From an optimization exercise on the open Yosys and OpenROAD flow, aimed at small area, a short achievable clock period and few clock cycles per item; shortcuts taken in it are not production practice. The RTL was checked by simulation tests, not by an equivalence proof against the original design.

==> flow/design.v (outline; a module is shown in full before it is edited, if it fits) <==
// module qam_kround: 17 lines
// module qam_kmul8: 412 lines
// module qam_sdot: 1831 lines
// module qam_fadd_a: 47 lines
// module qam_fadd_b: 41 lines
// module qam_engine: 516 lines
module qam_engine (
    input  wire        clk,
    input  wire        rst,
    input  wire        in_valid,
    output wire        in_ready,
    input  wire        in_op,
    input  wire [4:0]  in_bps,
    input  wire        in_clamp,
    input  wire [63:0] in_a,
    input  wire [63:0] in_b,
    input  wire [63:0] in_cos,
    input  wire [63:0] in_sin,
    output wire        out_valid,
    input  wire        out_ready,
    output wire [63:0] out_x,
    output wire [63:0] out_y,
    output wire [31:0] out_word
);
  // ...
==> flow/flow/run.sh <==
#!/bin/bash
set -euo pipefail
bash standard.sh SETUP_SLACK_MARGIN=37.5 finish > standard_flow.log 2>&1
==> flow/standard.sh <==
#!/bin/bash
# synth_recipe.tcl (not shown) runs the flow's synth.tcl, then flattens the netlist and writes it again
# the make line also repeats each setting of config.mk as NAME=value (left out here)
make -C /OpenROAD-flow-scripts/flow DESIGN_CONFIG=/design/flow/config.mk WORK_HOME=/design/flow/orfs CLKGATE_MAP_FILE= SYNTH_SCRIPT=/design/flow/synth_recipe.tcl "${@:-finish}"
==> flow/config.mk <==
export PLATFORM = sky130hd
export DESIGN_NAME = qam_engine
export DESIGN_NICKNAME = qam_engine
export VERILOG_FILES = /design/flow/design.v
export SDC_FILE = /design/flow/constraint.sdc
export NUM_CORES = 8
export LEC_CHECK = 0
export ABC_AREA = 1
export CAP_MARGIN = 30
export CELL_PAD_IN_SITES_DETAIL_PLACEMENT = 1
export CELL_PAD_IN_SITES_GLOBAL_PLACEMENT = 2
export CORE_MARGIN = 2
export CORE_UTILIZATION = 35
export SLEW_MARGIN = 30
==> flow/constraint.sdc <==
create_clock -name core_clock -period 50.0 [get_ports {clk}]
set_input_delay 10.0000 -clock core_clock [delete_from_list [all_inputs] [get_ports {clk}]]
set_output_delay 10.0000 -clock core_clock [all_outputs]
set_load 0.01 [all_outputs]
==> notes.md, run 1 <==
Pre-antenna DRT Iters=8; run status=no timing/DRC/antenna violations; predominant post-synthesis flop cell=edfxtp_1; met3 WL post-DR=190,000 um; f_max=0.0766 GHz; hold_buf cts=0; Most flops, register=pr; Global Route Usage Sum=48.0%; highest layer used for signal routing=met5; Worst Path Max Fanout=12; register area=38,500 um2; number of CTS-inserted buffers=176; reg2reg end=r2_s1[54]; met1 track demand over resource=56.6%; Critical Path Source=r1_w0[1]; cts repair resizes=1,191; Die X=794 um; # setup viols final=0; Remaining Overflow, GRT=0; main combinational cell family by area after synthesis=compound AO/OA/AOI/OAI gates; R2R depth=96; pin count of the biggest net entering global routing=172; nets@finish=35.7k; first-pass GRT wire length=2,130,000 um; Routed Antenna Nets=0; Core Area=623,000 um2; CTS tree=done; clock network area share=2.28%; yosys warns=3; Seq/total area=14.8%; Req. time, crit path=50,760 ps; Synth Area in Compound Gates=21.7%; Post-Synth Adder-Cell Area=18.1%; register bit total from synthesis=1,297; WL/cell=38.3 um; met3 Usage GRT=18.0%; critical path's top delay family=simple AND/OR/NAND/NOR gates; RSZ-0062 raised after global routing=true; Slowest cell on crit path=or3_4
Testbench counts, summed over its fixed seeds: cycles 16,271, items 16,000.
==> module qam_engine, before the edit <==
module qam_engine (
    input  wire        clk,
    input  wire        rst,
    input  wire        in_valid,
    output wire        in_ready,
    input  wire        in_op,
    input  wire [4:0]  in_bps,
    input  wire        in_clamp,
    input  wire [63:0] in_a,
    input  wire [63:0] in_b,
    input  wire [63:0] in_cos,
    input  wire [63:0] in_sin,
    output wire        out_valid,
    input  wire        out_ready,
    output wire [63:0] out_x,
    output wire [63:0] out_y,
    output wire [31:0] out_word
);
    localparam integer W  = 27;             
    localparam integer DM = W - 14;         
    localparam integer CW = 32;             
    localparam [1:0] K_SE = 2'd0, K_MAP = 2'd1, K_SLF = 2'd2, K_SLS = 2'd3;
    reg         in_ready_r;
    reg         ir_v;
    reg         ir_op, ir_clamp;
    reg  [4:0]  ir_bps;
    reg  [63:0] ir_a, ir_b, ir_c, ir_s;
    reg  [8:0]  ir_kre, ir_kim;       
    reg         ir_vin;               
    reg         r1_v, r1_op, r1_clamp;
    reg  [1:0]  r1_kind;
    reg  [4:0]  r1_bps;
    reg  [63:0] r1_w0, r1_w1, r1_w2, r1_w3;    
    reg  [57:0] r1_sl;                         
    reg         r2_v, r2_op;
    reg  [72:0] r2_s1, r2_s2;                  
    reg  [31:0] r2_word;
    reg         or_v;
    reg  [63:0] or_x, or_y;
    reg         sk_v;
    reg  [63:0] sk_x, sk_y;
    assign in_ready  = in_ready_r;
    assign out_valid = or_v;
    assign out_x     = or_x;
    assign out_y     = or_y;
    assign out_word  = or_x[31:0];
    wire        ir_even = ~ir_bps[0];
    wire [3:0]  ir_half = ir_bps[4:1];
    function [8:0] kof;
        input [15:0] vv;
        input [3:0]  h;
        input        hi;         
        reg   [7:0]  t;
        reg   [7:0]  lo;
        begin
            t  = hi ? (vv >> h) : vv[7:0];
            t  = t & ((8'd1 << h) - 8'd1);
            lo = t[h - 1] ? t : ~t;
            lo = lo & ((8'd1 << (h - 1)) - 8'd1);
            kof = {~t[h - 1], lo[6:0], 1'b1};
        end
    endfunction
    wire [8:0] in_kre = kof(in_a[15:0], in_bps[4:1], 1'b0);
    wire [8:0] in_kim = kof(in_a[15:0], in_bps[4:1], 1'b1);
    wire [16:0] in_mask = (17'd1 << in_bps) - 17'd1;
    wire        in_vin  = ({1'b0, in_a[15:0]} & ~in_mask) == 17'd0;
    function [2:0] msb8;
        input [7:0] x;
        integer i;
        begin
            msb8 = 3'd0;
            for (i = 0; i < 8; i = i + 1)
                if (x[i]) msb8 = i[2:0];
        end
    endfunction
    wire [2:0] lre = msb8(ir_kre[7:0]), lim = msb8(ir_kim[7:0]);
    wire [7:0] kre_q = ir_kre[7:0] << (3'd7 - lre);
    wire [7:0] kim_q = ir_kim[7:0] << (3'd7 - lim);
    wire [10:0] ec = ir_c[62:52], es = ir_s[62:52];
    wire [52:0] mc = {1'b1, ir_c[51:0]};
    wire [52:0] ms = {1'b1, ir_s[51:0]};
    wire        ec_ok = (ec >= 11'd16) && (ec <= 11'd2030);
    wire        es_ok = (es >= 11'd16) && (es <= 11'd2030);
    wire        map_fast = ir_even && ir_vin && ec_ok && es_ok;
    wire        se_arr;
    wire [7:0]  se_k;
    wire [52:0] se_m;
    wire [7:0]  k1  = se_arr ? se_k : kre_q;
    wire [52:0] m1  = se_arr ? se_m : mc;
    wire [54:0] m3c = {2'b0, m1} + {1'b0, m1, 1'b0};
    wire [54:0] m3s = {2'b0, ms} + {1'b0, ms, 1'b0};
    wire [60:0] q1, q2, q3, q4;
    qam_kmul8 u_k1 (.k(k1),    .m(m1), .m3(m3c), .p(q1));    
    qam_kmul8 u_k2 (.k(kim_q), .m(ms), .m3(m3s), .p(q2));    
    qam_kmul8 u_k3 (.k(kre_q), .m(ms), .m3(m3s), .p(q3));    
    qam_kmul8 u_k4 (.k(kim_q), .m(m1), .m3(m3c), .p(q4));    
    wire [63:0] p1, p2, p3, p4;
    qam_kround u_r1 (.q(q1), .l(lre), .e(ec), .sgn(ir_kre[8] ^ ir_c[63]), .y(p1));
    qam_kround u_r2 (.q(q2), .l(lim), .e(es), .sgn(ir_kim[8] ^ ir_s[63]), .y(p2));
    qam_kround u_r3 (.q(q3), .l(lre), .e(es), .sgn(ir_kre[8] ^ ir_s[63]), .y(p3));
    qam_kround u_r4 (.q(q4), .l(lim), .e(ec), .sgn(ir_kim[8] ^ ir_c[63]), .y(p4));
    wire [10:0] ex = ir_a[62:52], ey = ir_b[62:52];
    wire [W-1:0] mxt = {ex != 11'd0, ir_a[51:53-W]};
    wire [W-1:0] myt = {ey != 11'd0, ir_b[51:53-W]};
    wire [W-1:0] mct = {ec != 11'd0, ir_c[51:53-W]};
    wire [W-1:0] mst = {es != 11'd0, ir_s[51:53-W]};
    wire [10:0] shx = 11'd1032 - ex, shy = 11'd1032 - ey;
    wire [10:0] shc = 11'd1023 - ec, shs = 11'd1023 - es;
    wire [W-1:0] xf = (shx >= W) ? {W{1'b0}} : (mxt >> shx[4:0]);
    wire [W-1:0] yf = (shy >= W) ? {W{1'b0}} : (myt >> shy[4:0]);
    wire [W-1:0] cf = (shc >= W) ? {W{1'b0}} : (mct >> shc[4:0]);
    wire [W-1:0] sf = (shs >= W) ? {W{1'b0}} : (mst >> shs[4:0]);
    wire sl_range = ir_even && (ex <= 11'd1032) && (ey <= 11'd1032) &&
                    (ec <= 11'd1023) && (es <= 11'd1023);
    wire sxc = ir_a[63] ^ ir_c[63], sys_ = ir_b[63] ^ ir_s[63];
    wire syc = ir_b[63] ^ ir_c[63], sxs = ir_a[63] ^ ir_s[63];
    wire [7:0] hv = 8'd1 << (ir_half - 4'd1);       
    wire [CW-1:0] xv0, xv1, yv0, yv1;
    qam_sdot u_dx (.a1(xf), .b1(cf), .n1(sxc), .a2(yf), .b2(sf), .n2(sys_), .hv(hv),
                   .v0(xv0), .v1(xv1));
    qam_sdot u_dy (.a1(yf), .b1(cf), .n1(syc), .a2(xf), .b2(sf), .n2(~sxs), .hv(hv),
                   .v0(yv0), .v1(yv1));
    wire [18:0] xlo = {1'b0, xv0[17:0]} + {1'b0, xv1[17:0]};
    wire [18:0] ylo = {1'b0, yv0[17:0]} + {1'b0, yv1[17:0]};
    wire [DM-1:0] xfr = xlo[17:5], yfr = ylo[17:5];
    wire sl_marg = (xfr != {DM{1'b0}}) && (xfr != {DM{1'b1}}) &&
                   (yfr != {DM{1'b0}}) && (yfr != {DM{1'b1}});
    wire s1_fast = ir_op ? (sl_range && sl_marg) : map_fast;
    wire [72:0] as1, as2;
    qam_fadd_a u_a1 (.a(r1_w0), .b_in(r1_w1), .sub(1'b1), .st(as1));    
    qam_fadd_a u_a2 (.a(r1_w2), .b_in(r1_w3), .sub(1'b0), .st(as2));    
    wire [13:0] rq = r1_sl[13:0] + r1_sl[27:14] + {13'd0, r1_sl[28]};
    wire [13:0] iq = r1_sl[42:29] + r1_sl[56:43] + {13'd0, r1_sl[57]};
    wire [3:0]  r1_half = r1_bps[4:1];
    wire [7:0]  r1_hm   = (8'd1 << r1_half) - 8'd1;
    wire [15:0] r1_mask = (16'd1 << r1_bps) - 16'd1;
    wire        slf     = (r1_kind == K_SLF);
    wire [15:0] w_rlo  = slf ? {{2{rq[13]}}, rq} : r1_sl[15:0];
    wire        w_rneg = slf ? rq[13] : r1_sl[16];
    wire        w_rout = slf ? (rq[13] | (|(rq[12:0] & ~{5'b0, r1_hm}))) : r1_sl[17];
    wire [15:0] w_ilo  = slf ? {{2{iq[13]}}, iq} : r1_sl[33:18];
    wire        w_ineg = slf ? iq[13] : r1_sl[34];
    wire        w_iout = slf ? (iq[13] | (|(iq[12:0] & ~{5'b0, r1_hm}))) : r1_sl[35];
    wire        w_nf   = ~slf & r1_sl[36];
    wire [7:0]  w_rc = w_rneg ? 8'd0 : w_rout ? r1_hm : w_rlo[7:0];
    wire [7:0]  w_ic = w_ineg ? 8'd0 : w_iout ? r1_hm : w_ilo[7:0];
    wire [15:0] w_val = r1_clamp ? (({8'd0, w_ic} << r1_half) | {8'd0, w_rc})
                                 : (((w_ilo << r1_half) + w_rlo) & r1_mask);
    wire [31:0] word = w_nf ? 32'h80000000 : {1'b0, w_rout | w_iout, 14'b0, w_val};
    wire [63:0] ax, ay;
    qam_fadd_b u_b1 (.st(r2_s1), .y(ax));
    qam_fadd_b u_b2 (.st(r2_s2), .y(ay));
    wire [63:0] res_x = r2_op ? {ax[63:32], r2_word} : ax;
    wire [63:0] res_y = ay;
    wire se_fin;
    wire [1:0] se_kind;
    wire go       = ~sk_v;
    wire r2_adv   = go && r2_v;
    wire r1_done  = r1_v && (r1_kind != K_SE);
    wire r1_adv   = r1_done && (~r2_v || r2_adv);
    wire ir_adv   = ir_v && (~r1_v || r1_adv);
    wire out_take = or_v && out_ready;
    wire to_or    = r2_adv && (~or_v || out_take);
    wire       ir_v_n   = in_ready_r ? in_valid : (ir_v && ~ir_adv);
    wire       r1_v_n   = ir_adv || (r1_v && ~r1_adv);
    wire       r2_v_n   = r1_adv || (r2_v && ~r2_adv);
    wire       sk_v_n   = (r2_adv && ~to_or) || (sk_v && ~out_take);
    wire [1:0] s1_kind  = s1_fast ? (ir_op ? K_SLF : K_MAP) : K_SE;
    wire [1:0] r1_kind_n = ir_adv ? s1_kind : se_fin ? se_kind : r1_kind;
    always @(posedge clk) begin
        if (rst) begin
            in_ready_r <= 1'b1;
            ir_v <= 1'b0;
            r1_v <= 1'b0;
            r2_v <= 1'b0;
            or_v <= 1'b0;
            sk_v <= 1'b0;
            r1_kind <= K_MAP;
        end else begin
            ir_v <= ir_v_n;
            r1_v <= r1_v_n;
            r2_v <= r2_v_n;
            sk_v <= sk_v_n;
            or_v <= (or_v && ~out_take) || r2_adv || (out_take && sk_v);
            r1_kind <= r1_kind_n;
            in_ready_r <= ~ir_v_n || ~r1_v_n ||
                          ((r1_kind_n != K_SE) && (~r2_v_n || ~sk_v_n));
        end
    end
    always @(posedge clk) begin
        if (in_ready_r) begin
            ir_op <= in_op; ir_bps <= in_bps; ir_clamp <= in_clamp;
            ir_a <= in_a; ir_b <= in_b; ir_c <= in_cos; ir_s <= in_sin;
            ir_kre <= in_kre; ir_kim <= in_kim; ir_vin <= in_vin;
        end
    end
    always @(posedge clk) begin
        if (to_or) begin
            or_x <= res_x; or_y <= res_y;
        end else if (out_take && sk_v) begin
            or_x <= sk_x; or_y <= sk_y;
        end
        if (r2_adv && ~to_or) begin
            sk_x <= res_x; sk_y <= res_y;
        end
    end
    localparam [3:0] PH_MI = 4'd0, PH_MA = 4'd1, PH_MN = 4'd2, PH_MD = 4'd3,
                     PH_FI = 4'd4, PH_FC = 4'd5, PH_AI = 4'd6, PH_AC = 4'd7,
                     PH_RI = 4'd8, PH_RS = 4'd9, PH_RL = 4'd10, PH_RW = 4'd11,
                     PH_DV = 4'd12, PH_VM = 4'd13, PH_MV = 4'd14, PH_END = 4'd15;
    reg  [3:0]   ph;
    reg  [3:0]   stp;
    reg  [6:0]   cnt;
    reg  [109:0] pr;
    reg  signed [12:0] se_e;
    reg          se_sg, se_st, se_lm, se_nan, se_inf, se_zr;
    reg  [63:0]  tq;
    wire se_on = r1_v && (r1_kind == K_SE);
    wire r1_slice = r1_op;
    reg [8:0] s_r1;
    always @* begin
        case (r1_bps)
            5'd1:  s_r1 = 9'd1;
            5'd3:  s_r1 = 9'd2;
            5'd5:  s_r1 = 9'd5;
            5'd7:  s_r1 = 9'd11;
            5'd9:  s_r1 = 9'd22;
            5'd11: s_r1 = 9'd45;
            5'd13: s_r1 = 9'd90;
            5'd15: s_r1 = 9'd181;
            default: s_r1 = 9'd1 << r1_bps[4:1];
        endcase
    end
    reg [63:0] h_f64;       
    always @* begin
        case (r1_bps)
            5'd1:  h_f64 = 64'h3FE0000000000000;
            5'd3:  h_f64 = 64'h3FF0000000000000;
            5'd5:  h_f64 = 64'h4004000000000000;
            5'd7:  h_f64 = 64'h4016000000000000;
            5'd9:  h_f64 = 64'h4026000000000000;
            5'd11: h_f64 = 64'h4036800000000000;
            5'd13: h_f64 = 64'h4046800000000000;
            5'd15: h_f64 = 64'h4056A00000000000;
            default: h_f64 = {12'h3FE + {8'd0, r1_bps[4:1]}, 52'b0};
        endcase
    end
    reg [1:0] asel;     
    reg       bsel;     
    reg [2:0] dst;      
    reg       dneg;
    always @* begin
        asel = 2'd0; bsel = 1'b0; dst = 3'd0; dneg = 1'b0;
        if (r1_slice) begin
            case (stp)
                4'd0: begin asel = 2'd0; bsel = 1'b0; dst = 3'd0; end
                4'd1: begin asel = 2'd0; bsel = 1'b1; dst = 3'd4; dneg = 1'b1; end
                4'd2: begin asel = 2'd1; bsel = 1'b1; dst = 3'd2; dneg = 1'b1; end
                default: begin asel = 2'd1; bsel = 1'b0; dst = 3'd3; end
            endcase
        end else begin
            case (stp)
                4'd1: begin asel = 2'd2; bsel = 1'b1; dst = 3'd3; end
                4'd2: begin asel = 2'd3; bsel = 1'b1; dst = 3'd2; end
                4'd3: begin asel = 2'd3; bsel = 1'b0; dst = 3'd4; end
                default: begin asel = 2'd2; bsel = 1'b0; dst = 3'd1; end
            endcase
        end
    end
    function [3:0] first_ph;
        input op;
        input [3:0] s;
        begin
            if (op) begin
                case (s)
                    4'd0, 4'd1, 4'd2, 4'd3: first_ph = PH_MI;
                    4'd4: first_ph = PH_MV;
                    4'd5, 4'd6, 4'd7: first_ph = PH_AI;
                    4'd8, 4'd9: first_ph = PH_RI;
                    default: first_ph = PH_END;
                endcase
            end else begin
                case (s)
                    4'd0: first_ph = PH_DV;
                    4'd1, 4'd2, 4'd3, 4'd4: first_ph = PH_MI;
                    default: first_ph = PH_END;
                endcase
            end
        end
    endfunction
    wire [3:0] stp1 = stp + 4'd1;
    wire [17:0] kk    = asel[0] ? tq[35:18] : tq[17:0];      
    wire [17:0] kmag  = kk[17] ? (18'd0 - kk) : kk;
    wire        a_int = asel[1];
    wire [63:0] fa64  = asel[0] ? r1_w2 : r1_w3;
    wire [63:0] fb64  = bsel ? r1_w1 : r1_w0;
    wire [10:0] ea = fa64[62:52], eb = fb64[62:52];
    wire a_nan  = ~a_int && (ea == 11'h7FF) && (fa64[51:0] != 0);
    wire b_nan  = (eb == 11'h7FF) && (fb64[51:0] != 0);
    wire a_inf  = ~a_int && (ea == 11'h7FF) && (fa64[51:0] == 0);
    wire b_inf  = (eb == 11'h7FF) && (fb64[51:0] == 0);
    wire a_zero = a_int ? (kk == 18'd0) : ((ea == 0) && (fa64[51:0] == 0));
    wire b_zero = (eb == 0) && (fb64[51:0] == 0);
    wire [52:0] sma = a_int ? {36'd0, kmag[16:0]} : {ea != 0, fa64[51:0]};
    wire [52:0] smb = {eb != 0, fb64[51:0]};
    wire [11:0] xa_ = a_int ? 12'd1074 : (ea == 0) ? 12'd1 : {1'b0, ea};
    wire [11:0] xb_ = (eb == 0) ? 12'd1 : {1'b0, eb};
    wire        sa_ = a_int ? kk[17] : fa64[63];
    wire        sy_ = sa_ ^ fb64[63];
    wire signed [12:0] me0 = $signed({1'b0, xa_}) + $signed({1'b0, xb_}) - 13'sd1023;
    wire        mul_nan = a_nan || b_nan || (a_inf && b_zero) || (b_inf && a_zero);
    wire        mul_sp  = a_nan || b_nan || a_inf || b_inf || a_zero || b_zero ||
                          (me0 < -13'sd60);
    wire [55:0] sma56 = {3'b0, sma};
    assign se_arr = se_on && (ph == PH_MA) && (cnt != 7'd7);
    assign se_k   = sma56[cnt[2:0]*8 +: 8];
    assign se_m   = smb;
    reg  [60:0] qa;     
    wire [61:0] acc_sum = pr[109:48] + {1'b0, qa};
    wire [10:0] fb_xp = (se_e > 13'sd2047) ? 11'd2047 : se_e[10:0];
    wire [56:0] fb_s  = se_zr ? 57'd0 : {pr[105:50], (|pr[49:0]) | se_st};
    wire [1:0]  fb_spc = se_nan ? 2'd1 : se_inf ? 2'd2 : 2'd0;
    wire [72:0] fb_st = {fb_spc, se_sg, se_sg, 1'b0, fb_xp, fb_s};
    wire        fb_iss = se_on && (ph == PH_FI) && ~r2_v;      
    wire        ad_iss = se_on && (ph == PH_AI) && ~r2_v;      
    wire [63:0] rsrc = (stp == 4'd8) ? r1_w0 : r1_w2;
    wire [10:0] re_  = rsrc[62:52];
    wire [53:0] rq_mag  = se_lm ? {1'b0, pr[105:53]} : ({1'b0, pr[105:53]} + {53'b0, pr[52]});
    wire        rha_big = se_lm || (rq_mag[53:16] != 0);
    wire        rha_nz  = rha_big || (rq_mag[15:0] != 0);
    wire        rha_neg = rsrc[63] && rha_nz;
    wire [15:0] rha_lo  = rha_neg ? (16'd0 - rq_mag[15:0]) : rq_mag[15:0];
    wire        rha_out = rha_neg || rha_big ||
                          ((stp == 4'd8 || ~r1_bps[0]) && (rq_mag[15:0] >= {7'd0, s_r1}));
    wire [24:0] vm_sum = {pr[23:0], 1'b0} + (s_r1[7 - cnt[2:0]] ? {9'd0, r1_sl[33:18]} : 25'd0);
    wire [24:0] vm_v   = pr[24:0] + {9'd0, r1_sl[15:0]};
    wire [24:0] vm_lim = 25'd1 << r1_bps;
    wire [9:0]  div_t  = {pr[24:16], pr[15]};
    wire [9:0]  div_d  = div_t - {1'b0, s_r1};
    wire        div_ge = ~div_d[9];
    wire signed [17:0] k_re = $signed({8'd0, pr[24:16], 1'b0}) - $signed({9'd0, s_r1}) + 18'sd1;
    wire signed [17:0] k_im = $signed({1'b0, pr[15:0], 1'b0}) - $signed({9'd0, s_r1}) + 18'sd1;
    assign se_fin  = se_on && (ph == PH_END);
    assign se_kind = r1_slice ? K_SLS : K_MAP;
    wire [63:0] prod = {ax[63] ^ dneg, ax[62:0]};
    wire        cap  = se_on && (ph == PH_FC);
    always @(posedge clk) begin
        if (se_arr) qa <= q1;
        if (rst) begin
            ph <= PH_MI;
            stp <= 4'd0;
        end else if (ir_adv) begin
            stp <= 4'd0;
            cnt <= 7'd0;
            ph <= ir_op ? PH_MI : PH_DV;
            pr[24:0] <= {9'd0, ir_a[15:0]};
        end else if (se_on) begin
            case (ph)
                PH_MI: begin
                    se_sg  <= sy_;
                    se_st  <= 1'b0;
                    se_nan <= mul_nan;
                    se_inf <= ~mul_nan && (a_inf || b_inf);
                    se_zr  <= mul_sp;
                    se_e   <= me0;
                    pr     <= 110'd0;
                    cnt    <= 7'd0;
                    ph     <= mul_sp ? PH_FI : PH_MA;
                end
                PH_MA: begin
                    if (cnt == 7'd7) begin
                        pr[109:48] <= acc_sum;
                        ph <= PH_MN;
                    end else if (cnt != 7'd0)
                        pr <= {8'b0, acc_sum, pr[47:8]};
                    cnt <= cnt + 7'd1;
                end
                PH_MN: begin
                    if (pr[105])
                        ph <= (se_e < 0) ? PH_MD : PH_FI;
                    else if (pr[105:98] == 8'd0) begin
                        pr <= pr << 8; se_e <= se_e - 13'sd8;
                    end else begin
                        pr <= pr << 1; se_e <= se_e - 13'sd1;
                    end
                end
                PH_MD: begin
                    if (se_e >= 0)
                        ph <= PH_FI;
                    else if (se_e < -13'sd60) begin
                        pr <= 110'd0; se_st <= 1'b1; se_e <= 13'sd0;
                    end else if (se_e <= -13'sd8) begin
                        se_st <= se_st | (|pr[7:0]); pr <= pr >> 8; se_e <= se_e + 13'sd8;
                    end else begin
                        se_st <= se_st | pr[0]; pr <= pr >> 1; se_e <= se_e + 13'sd1;
                    end
                end
                PH_FI: if (~r2_v) ph <= PH_FC;
                PH_FC: begin stp <= stp1; cnt <= 7'd0; ph <= first_ph(r1_slice, stp1); end
                PH_MV: begin stp <= stp1; cnt <= 7'd0; ph <= first_ph(r1_slice, stp1); end
                PH_AI: if (~r2_v) ph <= PH_AC;
                PH_AC: begin stp <= stp1; cnt <= 7'd0; ph <= first_ph(r1_slice, stp1); end
                PH_RI: begin
                    pr <= {4'b0, re_ != 11'd0, rsrc[51:0], 53'b0};
                    se_lm <= 1'b0;
                    if (re_ == 11'h7FF) begin
                        ph <= PH_RW;                       
                    end else if (re_ < 11'd1022) begin
                        pr <= 110'd0;
                        ph <= PH_RW;
                    end else if (re_ >= 11'd1075) begin
                        se_lm <= 1'b1;
                        cnt <= (re_ - 11'd1075 >= 11'd16) ? 7'd16 : re_ - 11'd1075;
                        ph <= PH_RL;
                    end else begin
                        cnt <= 11'd1075 - re_;
                        ph <= PH_RS;
                    end
                end
                PH_RS: begin
                    if (cnt == 7'd0) ph <= PH_RW;
                    else if (cnt >= 7'd8) begin pr <= pr >> 8; cnt <= cnt - 7'd8; end
                    else begin pr <= pr >> 1; cnt <= cnt - 7'd1; end
                end
                PH_RL: begin
                    if (cnt == 7'd0) ph <= PH_RW;
                    else if (cnt == 7'd16) begin pr <= 110'd0; cnt <= 7'd0; ph <= PH_RW; end
                    else if (cnt >= 7'd8) begin pr <= pr << 8; cnt <= cnt - 7'd8; end
                    else begin pr <= pr << 1; cnt <= cnt - 7'd1; end
                end
                PH_RW: begin
                    if (stp == 4'd9 && r1_bps[0]) begin
                        cnt <= 7'd0;
                        pr[24:0] <= 25'd0;
                        ph <= PH_VM;
                    end else begin
                        stp <= stp1; cnt <= 7'd0; ph <= first_ph(r1_slice, stp1);
                    end
                end
                PH_DV: begin
                    if (cnt[4]) begin
                        stp <= stp1; cnt <= 7'd0; ph <= first_ph(r1_slice, stp1);
                    end else begin
                        pr[24:16] <= div_ge ? div_d[8:0] : div_t[8:0];
                        pr[15:0]  <= {pr[14:0], div_ge};
                        cnt <= cnt + 7'd1;
                    end
                end
                PH_VM: begin
                    if (cnt[3]) ph <= PH_END;
                    else begin
                        pr[24:0] <= vm_sum;
                        cnt <= cnt + 7'd1;
                    end
                end
                default: ;
            endcase
        end
    end
    always @(posedge clk) begin
        if (se_on && ph == PH_DV && cnt[4])
            tq <= {28'd0, k_im, k_re};
        else if (cap && dst == 3'd0)
            tq <= prod;
    end
    wire [63:0] neg_h = {~h_f64[63], h_f64[62:0]};
    wire        ad_cap = se_on && (ph == PH_AC);
    always @(posedge clk) begin
        if (ir_adv) begin
            r1_op <= ir_op; r1_bps <= ir_bps; r1_clamp <= ir_clamp;
            if (ir_op || ~map_fast) begin
                r1_w0 <= ir_c; r1_w1 <= ir_s; r1_w2 <= ir_b; r1_w3 <= ir_a;
            end else begin
                r1_w0 <= p1; r1_w1 <= p2; r1_w2 <= p3; r1_w3 <= p4;
            end
            r1_sl <= {ylo[18], yv1[31:18], yv0[31:18], xlo[18], xv1[31:18], xv0[31:18]};
        end else if (se_on) begin
            if (cap) begin
                case (dst)
                    3'd1: r1_w0 <= prod;
                    3'd2: r1_w1 <= prod;
                    3'd3: r1_w2 <= prod;
                    3'd4: r1_w3 <= prod;
                    default: ;
                endcase
            end
            if (ph == PH_MV) r1_w0 <= tq;
            if (ad_cap) begin
                r1_w0 <= ax; r1_w2 <= ay;
                if (stp == 4'd5) begin r1_w1 <= neg_h; r1_w3 <= h_f64; end
                if (stp == 4'd6) begin r1_w1 <= 64'h3FE0000000000000; r1_w3 <= 64'hBFE0000000000000; end
            end
            if (ph == PH_RI && stp == 4'd8)
                r1_sl[36] <= 1'b0;
            if (ph == PH_RW) begin
                if (re_ == 11'h7FF) r1_sl[36] <= 1'b1;
                if (stp == 4'd8) r1_sl[17:0]  <= {rha_out, rha_neg, rha_lo};
                else             r1_sl[35:18] <= {rha_out, rha_neg, rha_lo};
            end
            if (ph == PH_VM && cnt[3]) begin
                r1_sl[15:0]  <= vm_v[15:0];
                r1_sl[33:18] <= 16'd0;
                if (vm_v >= vm_lim) r1_sl[35] <= 1'b1;
            end
        end
    end
    always @(posedge clk) begin
        if (r1_adv || ad_iss) begin
            r2_op <= r1_op;
            r2_s1 <= as1;
            r2_s2 <= as2;
            r2_word <= word;
        end else if (fb_iss)
            r2_s1 <= fb_st;
    end
endmodule
==> inputs of run 2 (changes only) <==
--- a/flow/design.v
+++ b/flow/design.v
@@ -2380,6 +2380,7 @@
     reg  [4:0]  r1_bps;
     reg  [63:0] r1_w0, r1_w1, r1_w2, r1_w3;    
     reg  [57:0] r1_sl;                         
+    reg         r1_xok, r1_yok;                
     reg         r2_v, r2_op;
     reg  [72:0] r2_s1, r2_s2;                  
     reg  [31:0] r2_word;
@@ -2471,8 +2472,9 @@
     wire [18:0] xlo = {1'b0, xv0[17:0]} + {1'b0, xv1[17:0]};
     wire [18:0] ylo = {1'b0, yv0[17:0]} + {1'b0, yv1[17:0]};
     wire [DM-1:0] xfr = xlo[17:5], yfr = ylo[17:5];
-    wire sl_marg = (xfr != {DM{1'b0}}) && (xfr != {DM{1'b1}}) &&
-                   (yfr != {DM{1'b0}}) && (yfr != {DM{1'b1}});
+    wire x_ok = (xfr != {DM{1'b0}}) && (xfr != {DM{1'b1}});
+    wire y_ok = (yfr != {DM{1'b0}}) && (yfr != {DM{1'b1}});
+    wire sl_marg = x_ok && y_ok;
     wire s1_fast = ir_op ? (sl_range && sl_marg) : map_fast;
     wire [72:0] as1, as2;
     qam_fadd_a u_a1 (.a(r1_w0), .b_in(r1_w1), .sub(1'b1), .st(as1));    
@@ -2485,10 +2487,12 @@
     wire        slf     = (r1_kind == K_SLF);
     wire [15:0] w_rlo  = slf ? {{2{rq[13]}}, rq} : r1_sl[15:0];
     wire        w_rneg = slf ? rq[13] : r1_sl[16];
-    wire        w_rout = slf ? (rq[13] | (|(rq[12:0] & ~{5'b0, r1_hm}))) : r1_sl[17];
+    wire        rq_out = rq[13] | (|(rq[12:0] & ~{5'b0, r1_hm}));
+    wire        iq_out = iq[13] | (|(iq[12:0] & ~{5'b0, r1_hm}));
+    wire        w_rout = slf ? rq_out : r1_sl[17];
     wire [15:0] w_ilo  = slf ? {{2{iq[13]}}, iq} : r1_sl[33:18];
     wire        w_ineg = slf ? iq[13] : r1_sl[34];
-    wire        w_iout = slf ? (iq[13] | (|(iq[12:0] & ~{5'b0, r1_hm}))) : r1_sl[35];
+    wire        w_iout = slf ? iq_out : r1_sl[35];
     wire        w_nf   = ~slf & r1_sl[36];
     wire [7:0]  w_rc = w_rneg ? 8'd0 : w_rout ? r1_hm : w_rlo[7:0];
     wire [7:0]  w_ic = w_ineg ? 8'd0 : w_iout ? r1_hm : w_ilo[7:0];
@@ -2552,11 +2556,12 @@
             sk_x <= res_x; sk_y <= res_y;
         end
     end
-    localparam [3:0] PH_MI = 4'd0, PH_MA = 4'd1, PH_MN = 4'd2, PH_MD = 4'd3,
-                     PH_FI = 4'd4, PH_FC = 4'd5, PH_AI = 4'd6, PH_AC = 4'd7,
-                     PH_RI = 4'd8, PH_RS = 4'd9, PH_RL = 4'd10, PH_RW = 4'd11,
-                     PH_DV = 4'd12, PH_VM = 4'd13, PH_MV = 4'd14, PH_END = 4'd15;
-    reg  [3:0]   ph;
+    localparam [4:0] PH_MI = 5'd0, PH_MA = 5'd1, PH_MN = 5'd2, PH_MD = 5'd3,
+                     PH_FI = 5'd4, PH_FC = 5'd5, PH_AI = 5'd6, PH_AC = 5'd7,
+                     PH_RI = 5'd8, PH_RS = 5'd9, PH_RL = 5'd10, PH_RW = 5'd11,
+                     PH_DV = 5'd12, PH_VM = 5'd13, PH_MV = 5'd14, PH_END = 5'd15,
+                     PH_FR = 5'd16, PH_SKP = 5'd17;
+    reg  [4:0]   ph;
     reg  [3:0]   stp;
     reg  [6:0]   cnt;
     reg  [109:0] pr;
@@ -2615,16 +2620,18 @@
             endcase
         end
     end
-    function [3:0] first_ph;
+    function [4:0] first_ph;
         input op;
         input [3:0] s;
         begin
             if (op) begin
                 case (s)
-                    4'd0, 4'd1, 4'd2, 4'd3: first_ph = PH_MI;
-                    4'd4: first_ph = PH_MV;
+                    4'd0, 4'd2: first_ph = r1_xok ? PH_SKP : PH_MI;
+                    4'd1, 4'd3: first_ph = r1_yok ? PH_SKP : PH_MI;
+                    4'd4: first_ph = r1_xok ? PH_SKP : PH_MV;
                     4'd5, 4'd6, 4'd7: first_ph = PH_AI;
-                    4'd8, 4'd9: first_ph = PH_RI;
+                    4'd8: first_ph = r1_xok ? PH_SKP : PH_RI;
+                    4'd9: first_ph = r1_yok ? PH_SKP : PH_RI;
                     default: first_ph = PH_END;
                 endcase
             end else begin
@@ -2700,7 +2707,7 @@
         end else if (ir_adv) begin
             stp <= 4'd0;
             cnt <= 7'd0;
-            ph <= ir_op ? PH_MI : PH_DV;
+            ph <= ir_op ? PH_FR : PH_DV;
             pr[24:0] <= {9'd0, ir_a[15:0]};
         end else if (se_on) begin
             case (ph)
@@ -2746,6 +2753,8 @@
                 PH_FI: if (~r2_v) ph <= PH_FC;
                 PH_FC: begin stp <= stp1; cnt <= 7'd0; ph <= first_ph(r1_slice, stp1); end
                 PH_MV: begin stp <= stp1; cnt <= 7'd0; ph <= first_ph(r1_slice, stp1); end
+                PH_SKP: begin stp <= stp1; cnt <= 7'd0; ph <= first_ph(r1_slice, stp1); end
+                PH_FR: begin cnt <= 7'd0; ph <= first_ph(r1_slice, stp); end
                 PH_AI: if (~r2_v) ph <= PH_AC;
                 PH_AC: begin stp <= stp1; cnt <= 7'd0; ph <= first_ph(r1_slice, stp1); end
                 PH_RI: begin
@@ -2822,6 +2831,8 @@
                 r1_w0 <= p1; r1_w1 <= p2; r1_w2 <= p3; r1_w3 <= p4;
             end
             r1_sl <= {ylo[18], yv1[31:18], yv0[31:18], xlo[18], xv1[31:18], xv0[31:18]};
+            r1_xok <= sl_range && x_ok;
+            r1_yok <= sl_range && y_ok;
         end else if (se_on) begin
             if (cap) begin
                 case (dst)
@@ -2838,8 +2849,11 @@
                 if (stp == 4'd5) begin r1_w1 <= neg_h; r1_w3 <= h_f64; end
                 if (stp == 4'd6) begin r1_w1 <= 64'h3FE0000000000000; r1_w3 <= 64'hBFE0000000000000; end
             end
-            if (ph == PH_RI && stp == 4'd8)
+            if (ph == PH_FR) begin
                 r1_sl[36] <= 1'b0;
+                if (r1_xok) r1_sl[17:0]  <= {rq_out, rq[13], {2{rq[13]}}, rq};
+                if (r1_yok) r1_sl[35:18] <= {iq_out, iq[13], {2{iq[13]}}, iq};
+            end
             if (ph == PH_RW) begin
                 if (re_ == 11'h7FF) r1_sl[36] <= 1'b1;
                 if (stp == 4'd8) r1_sl[17:0]  <= {rha_out, rha_neg, rha_lo};
==> flow/config.mk (replaced) <==
export PLATFORM = sky130hd
export DESIGN_NAME = qam_engine
export DESIGN_NICKNAME = qam_engine
export VERILOG_FILES = /design/flow/design.v
export SDC_FILE = /design/flow/constraint.sdc
export NUM_CORES = 8
export LEC_CHECK = 0
export CAP_MARGIN = 30
export CORE_MARGIN = 2
export CORE_UTILIZATION = 40
export SLEW_MARGIN = 30
==> run 2 against run 1 <==
Against the previous run:
- critical path type unchanged
- flip-flop and latch count rose by 3
- global-route usage grew 3.5 points
- register-to-register slack better by 50 ps
- highest routed layer unchanged
==> notes.md, run 2 <==
WL/cell=41.5 um (+8.2%); Max clock buf depth=4; Req. time, crit path=50,770 ps (about the same); vias in the first global route=236k; residual DRC count=0; Routed Antenna Nets=0 (unchanged); Crit Path Class=register to register; largest area contributor in the netlist=edfxtp_1; number of CTS-inserted buffers=177 (+0.57%); yosys warns=3 (unchanged); slowest cell delay on critical path=750 ps; routed wire length=1,550,000 um; f_max=0.0769 GHz (+0.39%); Remaining Overflow, GRT=0 (unchanged); predominant post-synthesis flop cell=edfxtp_1; Min-Delay Path Class=register to register; H-tree depth=4; Starting Density=40.1%; share of the synthesized area in the top cell type=16.7%; Synth async-reset ratio=0%; Reg clk slew, reported paths=70 ps; Layout Cells excl Fill=37.4k; Layout Skew=114 ps; Core Area=561,000 um2 (-10%); Fin Setup TNS=0 ps; area occupied by multi-input gates=179,000 um2; Worst Max-Slew Pin Slew=1330 ps; Slowest cell on crit path=a21oi_1; CP Launch Type=register; largest cells by area after synthesis=edfxtp_1 17%, fa_1 9.6%, ha_1 8.0%; Worst Path Max Fanout=43 (+31); via count=266k; P&R area growth vs syn=17.4%; root buffer cell=clkbuf_16; min cycle time layout=13,000 ps; IO Port Bufs=428; nets@finish=32.4k (-9.3%); count leader, synth=nand2_1; Final period util=26.0%; first-pass GRT wire length=2,050,000 um (-3.7%); most common cell after layout, fill and taps aside=nand2_1; placed cells=36.0k; fillcell total=56.0k; CTS tree=done; Syn Area/Cell=7.71 um2; RSZ-0062 raised after global routing=true; post-route cell area=264,000 um2; initial drt markers=49.8k; largest registers=pr: 110 flops, r2_s1: 73 flops, r2_s2: 73 flops; syn_nets=32.0k; worst skew pair latency=1060 ps; R2R Setup Slk=37,000 ps; DP HPWL=1,170,000 um; Sink Count=1,300; gp weighted congestion=1.21; register area share after synthesis=17.1%; Commonest cells post-synth=2,871 x nand2_1, 2,397 x nor2_1, 2,222 x inv_1; Netlist cell types=143; register bit total from synthesis=1,300 (+0.23%); Mapped Cells=29.2k; # setup viols final=0 (unchanged); Global Route Usage Sum=51.6% (+3.5 points); initial antenna violation count=270; pin count of the biggest net entering global routing=165 (-4.1%); die area=569,000 um2; max_cap viols=0; # IOs=429; num rows=275; share of post-route cells with drive strength above 1=14.0%; Die H=754 um; register area=38,600 um2 (+0.23%); Slew headroom=10.7%; run status=no timing/DRC/antenna violations; Pre-antenna DRT Iters=13 (+5); Area after DPL=241,000 um2; Post-synth EDFFs=1,253; Critical Path End Type=register; most frequent cells in the layout=2,790 x nand2_1, 2,287 x nor2_1, 2,162 x inv_1, 1,958 x a21oi_1, 1,869 x o21ai_0; synthesized area=225,000 um2; Final Max Tran Viols=0; Most flops, register=pr; Die X=754 um (-5.0%); via/cell ratio=7.12; Final Hold Viols=0; worst path arrival time=13,770 ps; max reg flops=110
==> run 2: cell count changes after synthesis, moves of 225 or more <==
cell,before,now
nand2_1,6372,2871
inv_1,4612,2222
mux2i_1,84,688
o21ai_0,2982,2031
nand3_1,1625,740
o22ai_1,1344,993
xor2_1,1983,655
nor3_1,307,532
a222oi_1,0,254
clkbuf_1,1422,1783
a21o_1,46,459
a211oi_1,77,343
xnor2_1,275,1863
a22oi_1,61,356
==> run 2: cell type report <==
type	count	area share (%)
multi-input combinational	23422	67.7
sequential	1300	14.6
timing repair buffer	2387	8.30
tap	7479	3.54
inverter	2281	3.36
clock buffer	205	1.73
clock inverter	119	0.534
antenna	241	0.228
timing repair inverter	7	0.0204
==> run 2: stage by stage <==
stage	hold WS (ps)	setup slack (ps)	util, %
CTS	451	37440	45.6
floorplan	400	35900	-
finish	443	37000	47.1
detailed placement	406	33040	43.0
global placement	435	32610	42.9
global route	465	36920	47.0
==> run 2: cell families (layout without fill, tap and decap cells) <==
group | Yosys count | in the layout | share of synthesized area, %
flops | 1300 | 1300 | 17.1
simple gates | 8267 | 8274 | 16.8
buf+inv | 4470 | 4999 | 7.62
other cells | 0 | 241 | 0
fa+ha+maj | 2518 | 2518 | 17.6
mux | 904 | 904 | 4.46
compound gates | 9201 | 9204 | 26.6
xor+xnor | 2522 | 2522 | 9.83
==> run 2: routing by layer <==
metal	track usage, %	wire (um)	part of all wire (%)	vias up
met5	4.30	5720	0.37	-
met3	26.9	257000	17	6751
met4	43.4	170000	11	189
met1	61.0	545000	35	128507
li1	-	-	-	106431
met2	67.5	575000	37	24605
==> run 2: worst paths after layout <==
path            start   endpoint  depth (start not counted)
max            stp[0]  r1_w3[54]                         49
min          ir_clamp   r1_clamp                          0
max reg2reg    stp[0]  r1_w3[54]                         49
min reg2reg  ir_clamp   r1_clamp                          0
==> run 2: critical path, delay by kind of cell (launching register included) <==
family / cells / cell delay, ps
buffers and inverters: 10 / 1740
and+or+nand+nor: 13 / 3410
muxes: 1 / 170
adders and majority gates: 6 / 1970
AOI/OAI and AO/OA: 16 / 4480
xor gates and xnor gates: 3 / 420
DFF: 1 / 410
==> run 2: what timing repair did <==
action / in CTS / in global routing
endpoints found under the setup margin: 681 / 400
pin swaps: 201 / 355
gates resized for setup: 1008 / 809
cloned: 37 / 29
hold buffers: 0 / 0
buffers inserted: 340 / 413
Testbench counts of run 2, summed over its fixed seeds: cycles 16,211, items 16,000.

re-timing with driven ports:
No port has a modelled driver above. Below, the same layouts with a new extraction and two added sets of constraints.
Step 1, drivers: a clkbuf_16 drives clk and a buf_2 each remaining input, both assumed.
Step 2, shift: input delay + t, output delay - t, t = (earliest + latest rising clock arrival at the registers) / 2. This alone moves slack from input paths to output paths.
Slacks: ideal ports / drivers / drivers and shift; pairs: ideal ports / drivers.
| run | t (ns) | setup WS [ns] | worst hold slack (ns) |
|---|---|---|---|
| run 1 | 1.155 | 36.946 / 36.946 / 36.592 | 0.433 / 0.433 / 0.433 |
| run 2 | 1.154 | 36.997 / 36.997 / 36.441 | 0.443 / 0.443 / 0.443 |
After both steps every run listed still meets setup and hold. For run 2, which loses most, drivers alone change the setup slack by 0.000 ns; drivers and shift together by -0.556 ns.
